Context: an optimization exercise on an open-source flow, tuned for small area and a short achievable clock period. The choices shown serve that exercise and are no tape-out recipe.
Function was checked by simulation only, so behaviour that the tests miss may differ from the original.
Power and IR drop assume default switching activity.

### design.v
module mf_normalize #(
    parameter EW = 8,    
    parameter MW = 24    
) (
    input  wire [EW-1:0] e_in,
    input  wire [MW-1:0] m_in,
    output reg  [2:0]    e_out,
    output reg  [3:0]    m_out
);
    reg [EW-1:0] e;
    reg [MW-1:0] m;
    reg          sat;
    integer      i;
    always @* begin
        e   = e_in;
        m   = m_in;
        sat = (e_in >= 7);
        for (i = 0; i < 7; i = i + 1) begin
            if (!sat && (m > 15)) begin
                if (e == 0) begin
                    sat = 1'b1;
                end else begin
                    e = e - 1'b1;
                    m = m >> 1;
                end
            end
        end
        if (sat) begin
            e_out = 3'd7;
            m_out = 4'd0;
        end else begin
            e_out = e[2:0];
            m_out = m[3:0];
        end
    end
endmodule
module mf_adder (
    input  wire [7:0] a,
    input  wire [7:0] b,
    output reg  [7:0] y
);
    wire       sa = a[7];
    wire       sb = b[7];
    wire [2:0] ea = a[6:4];
    wire [2:0] eb = b[6:4];
    wire [3:0] ma = a[3:0];
    wire [3:0] mb = b[3:0];
    wire [2:0]  ex = (ea > eb) ? ea : eb;
    wire [10:0] xa = (ea < eb) ? ({7'd0, ma} << (eb - ea)) : {7'd0, ma};
    wire [10:0] xb = (eb < ea) ? ({7'd0, mb} << (ea - eb)) : {7'd0, mb};
    wire        same_sign = (sa == sb);
    wire        a_larger  = (xa > xb);
    wire        tie       = (xa == xb);
    wire [10:0] msum  = xa + xb;
    wire [10:0] mdiff = a_larger ? (xa - xb) : (xb - xa);
    wire [10:0] mraw  = same_sign ? msum : mdiff;
    wire        sres  = same_sign ? sa : (a_larger ? sa : sb);
    wire [2:0] en;
    wire [3:0] mn;
    mf_normalize #(.EW(3), .MW(11)) u_norm (
        .e_in (ex),
        .m_in (mraw),
        .e_out(en),
        .m_out(mn)
    );
    always @* begin
        if (!same_sign && tie)
            y = 8'h00;
        else
            y = {sres, en, mn};
    end
endmodule
module mf_multiplier (
    input  wire [7:0] a,
    input  wire [7:0] b,
    output reg  [7:0] y
);
    wire       s    = a[7] ^ b[7];
    wire [3:0] esum = {1'b0, a[6:4]} + {1'b0, b[6:4]};    
    wire [7:0] p    = a[3:0] * b[3:0];                    
    wire       under = (esum < 4'd2);
    wire [3:0] ebias = esum - 4'd2;                       
    wire [2:0] en;
    wire [3:0] mn;
    mf_normalize #(.EW(4), .MW(8)) u_norm (
        .e_in (ebias),
        .m_in (p),
        .e_out(en),
        .m_out(mn)
    );
    always @* begin
        if (under)
            y = {s, 7'd0};
        else
            y = {s, en, mn};
    end
endmodule
module mf_converter (
    input  wire [7:0]  v,           
    input  wire [31:0] f,           
    output reg  [31:0] to_f32,
    output reg  [7:0]  exact_y,
    output wire        exact_absent,
    output reg  [7:0]  approx_y
);
    wire       vs = v[7];
    wire [2:0] ve = v[6:4];
    wire [3:0] vm = v[3:0];
    reg  [1:0] p;            
    reg  [7:0] xexp;
    reg  [22:0] frac;
    always @* begin
        if (vm[3])      p = 2'd3;
        else if (vm[2]) p = 2'd2;
        else if (vm[1]) p = 2'd1;
        else            p = 2'd0;
        xexp = 8'd125 + {5'd0, ve} + {6'd0, p};
        frac = {19'd0, vm & ~(4'd1 << p)} << (5'd23 - {3'd0, p});
        if (vm == 4'd0)
            to_f32 = {vs, 31'd0};
        else
            to_f32 = {vs, xexp, frac};
    end
    wire        fs = f[31];
    wire [7:0]  fx = f[30:23];
    wire [22:0] ff = f[22:0];
    wire [23:0] dm = (fx == 8'd0) ? {1'b0, ff} : {1'b1, ff};
    wire signed [10:0] de = (fx == 8'd0) ? -11'sd147 : ($signed({3'b000, fx}) - 11'sd148);
    wire        is_zero = (dm == 24'd0);
    reg [4:0]  tz;           
    integer    i;
    always @* begin
        tz = 5'd0;
        for (i = 23; i >= 0; i = i - 1)
            if (dm[i]) tz = i[4:0];
    end
    wire [23:0]        mo  = dm >> tz;                           
    wire signed [10:0] ebo = de + $signed({6'd0, tz});           
    wire               neg = ebo[10];
    wire [2:0] xe;
    wire [3:0] xm;
    mf_normalize #(.EW(8), .MW(24)) u_norm_exact (
        .e_in (ebo[7:0]),
        .m_in (mo),
        .e_out(xe),
        .m_out(xm)
    );
    assign exact_absent = !is_zero && neg;
    always @* begin
        if (is_zero)
            exact_y = {fs, 7'd0};
        else
            exact_y = {fs, xe, xm};
    end
    wire [10:0] rsh = -ebo;                                      
    wire [23:0] ma  = neg ? ((rsh > 11'd23) ? 24'd0 : (mo >> rsh[4:0])) : mo;
    wire [7:0]  ea  = neg ? 8'd0 : ebo[7:0];
    wire [2:0] ae;
    wire [3:0] am;
    mf_normalize #(.EW(8), .MW(24)) u_norm_approx (
        .e_in (ea),
        .m_in (ma),
        .e_out(ae),
        .m_out(am)
    );
    always @* begin
        if (is_zero)
            approx_y = {fs, 7'd0};
        else
            approx_y = {fs, ae, am};
    end
endmodule
module minifloat_pipe (
    input  wire        clk,
    input  wire        rst,
    input  wire        in_valid,
    input  wire [4:0]  op,
    input  wire [31:0] a,
    input  wire [31:0] b,
    output reg  [31:0] y,
    output reg  [1:0]  st,
    output reg         out_valid
);
    localparam OP_ZERO     = 5'd0;
    localparam OP_ONE      = 5'd1;
    localparam OP_PACK     = 5'd2;
    localparam OP_SBIT     = 5'd3;
    localparam OP_EXPF     = 5'd4;
    localparam OP_SIGF     = 5'd5;
    localparam OP_ISNEG    = 5'd6;
    localparam OP_ISNNEG   = 5'd7;
    localparam OP_SGN      = 5'd8;
    localparam OP_EQ       = 5'd9;
    localparam OP_NORM     = 5'd10;
    localparam OP_NEG      = 5'd11;
    localparam OP_ADD      = 5'd12;
    localparam OP_SUB      = 5'd13;
    localparam OP_MUL      = 5'd14;
    localparam OP_TOF32    = 5'd15;
    localparam OP_XFROMF32 = 5'd16;
    localparam OP_AFROMF32 = 5'd17;
    localparam ST_OK      = 2'd0;
    localparam ST_ABSENT  = 2'd1;
    localparam ST_ILLEGAL = 2'd2;
    reg [4:0]  op_q;
    reg [31:0] a_q;
    reg [31:0] b_q;
    reg        valid_q;
    always @(posedge clk) begin
        if (rst)
            valid_q <= 1'b0;
        else
            valid_q <= in_valid;
    end
    always @(posedge clk) begin
        op_q <= op;
        a_q  <= a;
        b_q  <= b;
    end
    wire [7:0] va = a_q[7:0];
    wire [7:0] vb = b_q[7:0];
    wire [2:0] norm_e;
    wire [3:0] norm_m;
    mf_normalize #(.EW(8), .MW(24)) u_norm (
        .e_in (a_q[31:24]),
        .m_in (a_q[23:0]),
        .e_out(norm_e),
        .m_out(norm_m)
    );
    wire [7:0] add_b = (op_q == OP_SUB) ? (vb ^ 8'h80) : vb;
    wire [7:0] add_y;
    mf_adder u_add (
        .a(va),
        .b(add_b),
        .y(add_y)
    );
    wire [7:0] mul_y;
    mf_multiplier u_mul (
        .a(va),
        .b(vb),
        .y(mul_y)
    );
    wire [31:0] tof32_y;
    wire [7:0]  xfrom_y;
    wire        xfrom_absent;
    wire [7:0]  afrom_y;
    mf_converter u_conv (
        .v           (va),
        .f           (a_q),
        .to_f32      (tof32_y),
        .exact_y     (xfrom_y),
        .exact_absent(xfrom_absent),
        .approx_y    (afrom_y)
    );
    reg [31:0] y_d;
    reg [1:0]  st_d;
    always @* begin
        y_d  = 32'd0;
        st_d = ST_OK;
        case (op_q)
            OP_ZERO:     y_d = 32'd0;
            OP_ONE:      y_d = 32'h21;
            OP_PACK:     y_d = {24'd0, a_q[16], a_q[10:8], a_q[3:0]};
            OP_SBIT:     y_d = {31'd0, va[7]};
            OP_EXPF:     y_d = {29'd0, va[6:4]};
            OP_SIGF:     y_d = {28'd0, va[3:0]};
            OP_ISNEG:    y_d = {31'd0, va[7]};
            OP_ISNNEG:   y_d = {31'd0, ~va[7]};
            OP_SGN:      y_d = (va[6:0] == 7'd0) ? 32'd0 : (va[7] ? 32'hFF : 32'h01);
            OP_EQ:       y_d = {31'd0, (va == vb)};
            OP_NORM:     y_d = {24'd0, 1'b0, norm_e, norm_m};
            OP_NEG:      y_d = {24'd0, va ^ 8'h80};
            OP_ADD:      y_d = {24'd0, add_y};
            OP_SUB:      y_d = {24'd0, add_y};
            OP_MUL:      y_d = {24'd0, mul_y};
            OP_TOF32:    y_d = tof32_y;
            OP_XFROMF32: begin
                if (xfrom_absent) begin
                    y_d  = 32'd0;
                    st_d = ST_ABSENT;
                end else begin
                    y_d = {24'd0, xfrom_y};
                end
            end
            OP_AFROMF32: y_d = {24'd0, afrom_y};
            default: begin
                y_d  = 32'd0;
                st_d = ST_ILLEGAL;
            end
        endcase
    end
    always @(posedge clk) begin
        if (rst)
            out_valid <= 1'b0;
        else
            out_valid <= valid_q;
    end
    always @(posedge clk) begin
        y  <= y_d;
        st <= st_d;
    end
endmodule
### run.sh
#!/bin/bash
# synth_recipe.tcl (not shown) runs the flow's synth.tcl, then flattens the netlist and writes it again
# the make line also repeats each setting of config.mk as NAME=value (left out here)
make -C /OpenROAD-flow-scripts/flow DESIGN_CONFIG=/design/flow/config.mk WORK_HOME=/design/flow/orfs CLKGATE_MAP_FILE= SYNTH_SCRIPT=/design/flow/synth_recipe.tcl finish
### config.mk
export PLATFORM = sky130hd
export DESIGN_NAME = minifloat_pipe
export DESIGN_NICKNAME = minifloat_pipe
export VERILOG_FILES = /design/flow/design.v
export SDC_FILE = /design/flow/constraint.sdc
export NUM_CORES = 4
export LEC_CHECK = 0
export CAP_MARGIN = 20
export CORE_MARGIN = 2
export CORE_UTILIZATION = 40
export SLEW_MARGIN = 20
### constraint.sdc
create_clock -name core_clock -period 15.0 [get_ports {clk}]
set_input_delay 3.0000 -clock core_clock [delete_from_list [all_inputs] [get_ports {clk}]]
set_output_delay 3.0000 -clock core_clock [all_outputs]
set_load 0.01 [all_outputs]
==> results.txt <==
## registers in the layout, indices dropped and copies added (netlist names)
signal     count
b_q            8
st             2
op_q           5
valid_q        1
y             18
out_valid      1
a_q           32
## where the power goes
part / total (mW) / internal (mW) / switching [mW]
combinational: 2.81 / 1.16 / 1.65
clock: 0.259 / 0.167 / 0.0916
sequential: 0.217 / 0.193 / 0.0232
total: 3.28 / 1.52 / 1.76
## kinds of logic after synthesis
group | Yosys count | synth area share [%]
flops | 67 | 6.69
simple gates | 1125 | 28.6
mux | 161 | 8.70
compound gates | 1000 | 35.8
other cells | 1 | 0.0187
fa+ha+maj | 132 | 8.69
xor+xnor | 77 | 3.43
buf+inv | 328 | 8.05
## cell usage in the layout, fill, tap and decap left out, types with 37 or more instances in the layout
| cell type | n |
|---|---|
| sky130_fd_sc_hd__xnor2_1 | 52 |
| sky130_fd_sc_hd__dfxtp_1 | 66 |
| sky130_fd_sc_hd__o22ai_1 | 39 |
| sky130_fd_sc_hd__ha_1 | 118 |
| sky130_fd_sc_hd__nor2_1 | 296 |
| sky130_fd_sc_hd__nand2_1 | 269 |
| sky130_fd_sc_hd__a21oi_1 | 194 |
| sky130_fd_sc_hd__nor4_1 | 40 |
| sky130_fd_sc_hd__o211ai_1 | 38 |
| sky130_fd_sc_hd__clkdlybuf4s50_1 | 70 |
| sky130_fd_sc_hd__inv_1 | 146 |
| sky130_fd_sc_hd__o21ai_0 | 149 |
| sky130_fd_sc_hd__and3_1 | 39 |
| sky130_fd_sc_hd__nor3_1 | 94 |
| sky130_fd_sc_hd__a211oi_1 | 48 |
| sky130_fd_sc_hd__nand2b_1 | 38 |
| sky130_fd_sc_hd__mux2_2 | 61 |
| sky130_fd_sc_hd__nand3_1 | 85 |
| sky130_fd_sc_hd__and2_1 | 37 |
| sky130_fd_sc_hd__a31oi_1 | 37 |
| sky130_fd_sc_hd__mux2i_1 | 95 |
| sky130_fd_sc_hd__buf_4 | 116 |
## cell type report
cell class	count	area, um^2	area share (%)
clock buffers	10	239	1.08
well taps	672	841	3.82
flip-flops and latches	67	1340	6.09
repair buffers	189	1620	7.36
clock inverters	6	113	0.511
multi-input cells	2507	17300	78.5
inverters	152	571	2.59
## layer usage
metal	GRT usage [%]	vias to the layer above	share of wire (%)
met3	4.44	248	8.1
met4	11.0	0	3.9
met1	40.9	11369	44
met5	0	-	0
li1	-	11066	-
met2	47.9	1276	44
## worst reg2reg max path, delay by kind of cell, from the launching register on
family,cells,cell delay (ps)
AND/OR/NAND/NOR,19,4280
AO/OA/AOI/OAI,17,4210
adder cells (fa/ha/maj),9,2560
buffers and inverters,7,1090
XOR/XNOR,3,740
multiplexers,2,740
flip-flops,1,430
## timing repair
action | CTS | global route
setup endpoints to repair | 0 | 7
setup buffers | 0 | 10
gates resized for setup | 0 | 31
hold endpoints to repair | 0 | 0
## Yosys cell counts, drive strengths merged, types with 67 or more instances
cell type	instances	share of area (%)
nor2	302	5.8
nand3	86	2.2
buf	91	3.5
o21ai	178	4.5
a21oi	201	5.1
inv	148	2.8
ha	120	7.5
dfxtp	67	6.7
nor3	95	2.4
clkbuf	81	1.5
nand2	275	5.2
mux2i	97	5.0
## how the worst max path moves through the flow
stage | startpoint | end | slack (ps) | depth (start not counted)
after floorplan | a_q[4]$_DFF_P_ | y[2]$_SDFF_PN0_ | 50 | 66
after global placement | a_q[5]$_DFF_P_ | y[2]$_SDFF_PN0_ | 470 | 70
after detailed placement | a_q[5]$_DFF_P_ | y[2]$_SDFF_PN0_ | 210 | 69
after CTS | a_q[5]$_DFF_P_ | y[2]$_SDFF_PN0_ | 100 | 69
after global routing | a_q[5]$_DFF_P_ | y[1]$_SDFF_PN0_ | -30 | 71
final | a_q[25]$_DFF_P_ | y[1]$_SDFF_PN0_ | 860 | 57
## stage by stage
stage | total power, mW | setup TNS (ps) | worst slack [ps]
4_1_cts | 3.17 | 0 | 104
3_5_place_dp | 2.90 | 0 | 206
6_report | 3.28 | 0 | 862
5_1_grt | 3.58 | -26.0 | -26.0
2_1_floorplan | 2.23 | 0 | 54.2
3_3_place_gp | 2.85 | 0 | 470
==> impl_metrics.py <==
metrics = {
    "outcome": {
        "run_status": "finished clean",
    },
    "placement": {
        "placed_cells": 3576,
        "place_congestion": 1.00,
        "post_dp_cell_area_um2": 21500,
        "hpwl_after_dpl_um": 63900,
        "port-buffer-count": 70,
    },
    "finish": {
        "layout-drive-gt1-share_pct": 12.0,
        "fillcell_total": 5196,
        "syn2layout_area_growth_pct": 9.94,
        "finalCoreUtilization_pct": 44.3,
        "final-instance-count-excl-fill": 3603,
        "num_antenna_cells": 0,
        "post-route-cell-area_um2": 22000,
        "layout.nets": 3130,
    },
    "critical_path": {
        "worst_path_max_delay_cell": "sky130_fd_sc_hd__o31ai_2",
        "reg2reg_slack_ps": 860,
        "start_kind": "flip-flop",
        "worstPathArrival_ps": 14390,
        "cp_top_family": "simple AND/OR/NAND/NOR gates",
        "crit_path_max_incr_delay_ps": 530,
        "r2r_start": "a_q[25]$_DFF_P_",
        "timing.critical_path.mode_cell": "sky130_fd_sc_hd__ha_1",
        "setup.worst_path.end_class": "flip-flop",
        "worstRegToRegCells": 57,
        "worstSetupPathType": "reg2reg",
        "path_buf_inv": 7,
        "cp.required_ps": 15260,
        "critPathMaxFanout": 38,
        "worstReg2RegEnd": "y[1]$_SDFF_PN0_",
    },
    "global_route": {
        "grt_first_pass_wirelength_um": 128000,
        "grt_remaining_overflow": 0,
        "first_global_vias": 22182,
        "track_usage_pct": 30.0,
        "grt_antenna_before_repair": 1,
        "grt_start_max_net_pins": 43,
    },
    "timing": {
        "tightest_slew_ps": 1080,
        "slew_headroom_pct": 26.4,
        "finalHoldWorstSlack_ps": 464,
        "timing.final.crit_share_pct": 94.3,
        "setup_viol": 0,
        "skew_ps": 8.91,
        "fmax_ghz": 0.0707,
        "hold_viol_final": 0,
        "fin_crit_ps": 14140,
        "slew_violations": 0,
    },
    "synthesis": {
        "netlist_area_um2": 20000,
        "seq_area_frac_synth_pct": 6.69,
        "syn_area_per_cell_um2": 6.93,
        "synth_async_sr_flop_share_pct": 0,
        "synthDistinctLibCells": 127,
        "synth-warning-count": 7,
        "synth-seq-cells": 67,
        "synth-edff-count": 0,
        "synthCells": 2891,
        "dominantRegCellSynth": "sky130_fd_sc_hd__dfxtp_1",
    },
    "floorplan": {
        "ioPinCount": 107,
        "floorplan.die.height_um": 228,
        "fp.dieW_um": 228,
        "die_ar_um2": 51900,
        "num_rows": 82,
        "effective_utilization_at_floorplan_pct": 40.3,
        "core_area_um2": 49800,
    },
    "power_and_ir_drop": {
        "worst_ir_drop_vdd_mv": 0.211,
        "pwr_per_cell_area_nw_per_um2": 149,
        "power_leakage_nw": 8.57,
    },
    "drt": {
        "post_drt_via_cell_ratio": 6.65,
        "drc": 0,
        "detailedRoute.firstPassIterationCount": 9,
        "dr.first_iter.drc_count": 2681,
        "num_vias": 23959,
        "ant_nets": 0,
        "detail_route.wirelength_um": 82400,
        "routed_wire_length_per_instance_um": 22.9,
    },
    "hold_path": {
        "whs_path_depth": 1,
        "hold_end": "out_valid$_SDFF_PP0_",
        "hp-class": "reg2reg",
        "hold_path.startpoint": "valid_q$_SDFF_PP0_",
    },
    "clocking": {
        "tritoncts": "built",
        "cts_made_buffers": 9,
        "cts_max_path_buffers": 2,
        "cts_hold_repair.buffers": 0,
        "clock_sink_total": 67,
        "clock_pin_slew_reported_for_the_worst_setup_and_hold_paths_after_clock_tree_synthesis_ps": 70,
        "worst_skew_pair.late_latency_ps": 370,
        "root_buffer": "sky130_fd_sc_hd__clkbuf_16",
        "htree_num_levels": 3,
    },
    "flow_run": {
        "drv.max_cap_violation_count": 0,
    },
}

-- what the ideal ports hide --
Ports are ideal in the flow. The routed layout listed here was re-timed in OpenROAD. Step 1 assumes that a clkbuf_16 drives the clock port and a buf_2 every other input. Step 2, shift: input delay + t, output delay - t, t = (earliest + latest rising clock arrival at the registers) / 2. This alone moves slack from input paths to output paths. Slacks: no drivers / after step 1 / after step 2; pairs: no drivers / after step 1.
shift t [ns]: 0.418
setup slack, ns: 0.862 / 0.862 / 0.862
worst hold slack (ns): 0.464 / 0.464 / 0.464
worst slew at a driven data input, ns: 0.08
pins driven straight from the clock port: 1
After both steps this run still meets setup and hold. The setup slack of this run moves by 0.000 ns with the drivers and by 0.000 ns with both steps.
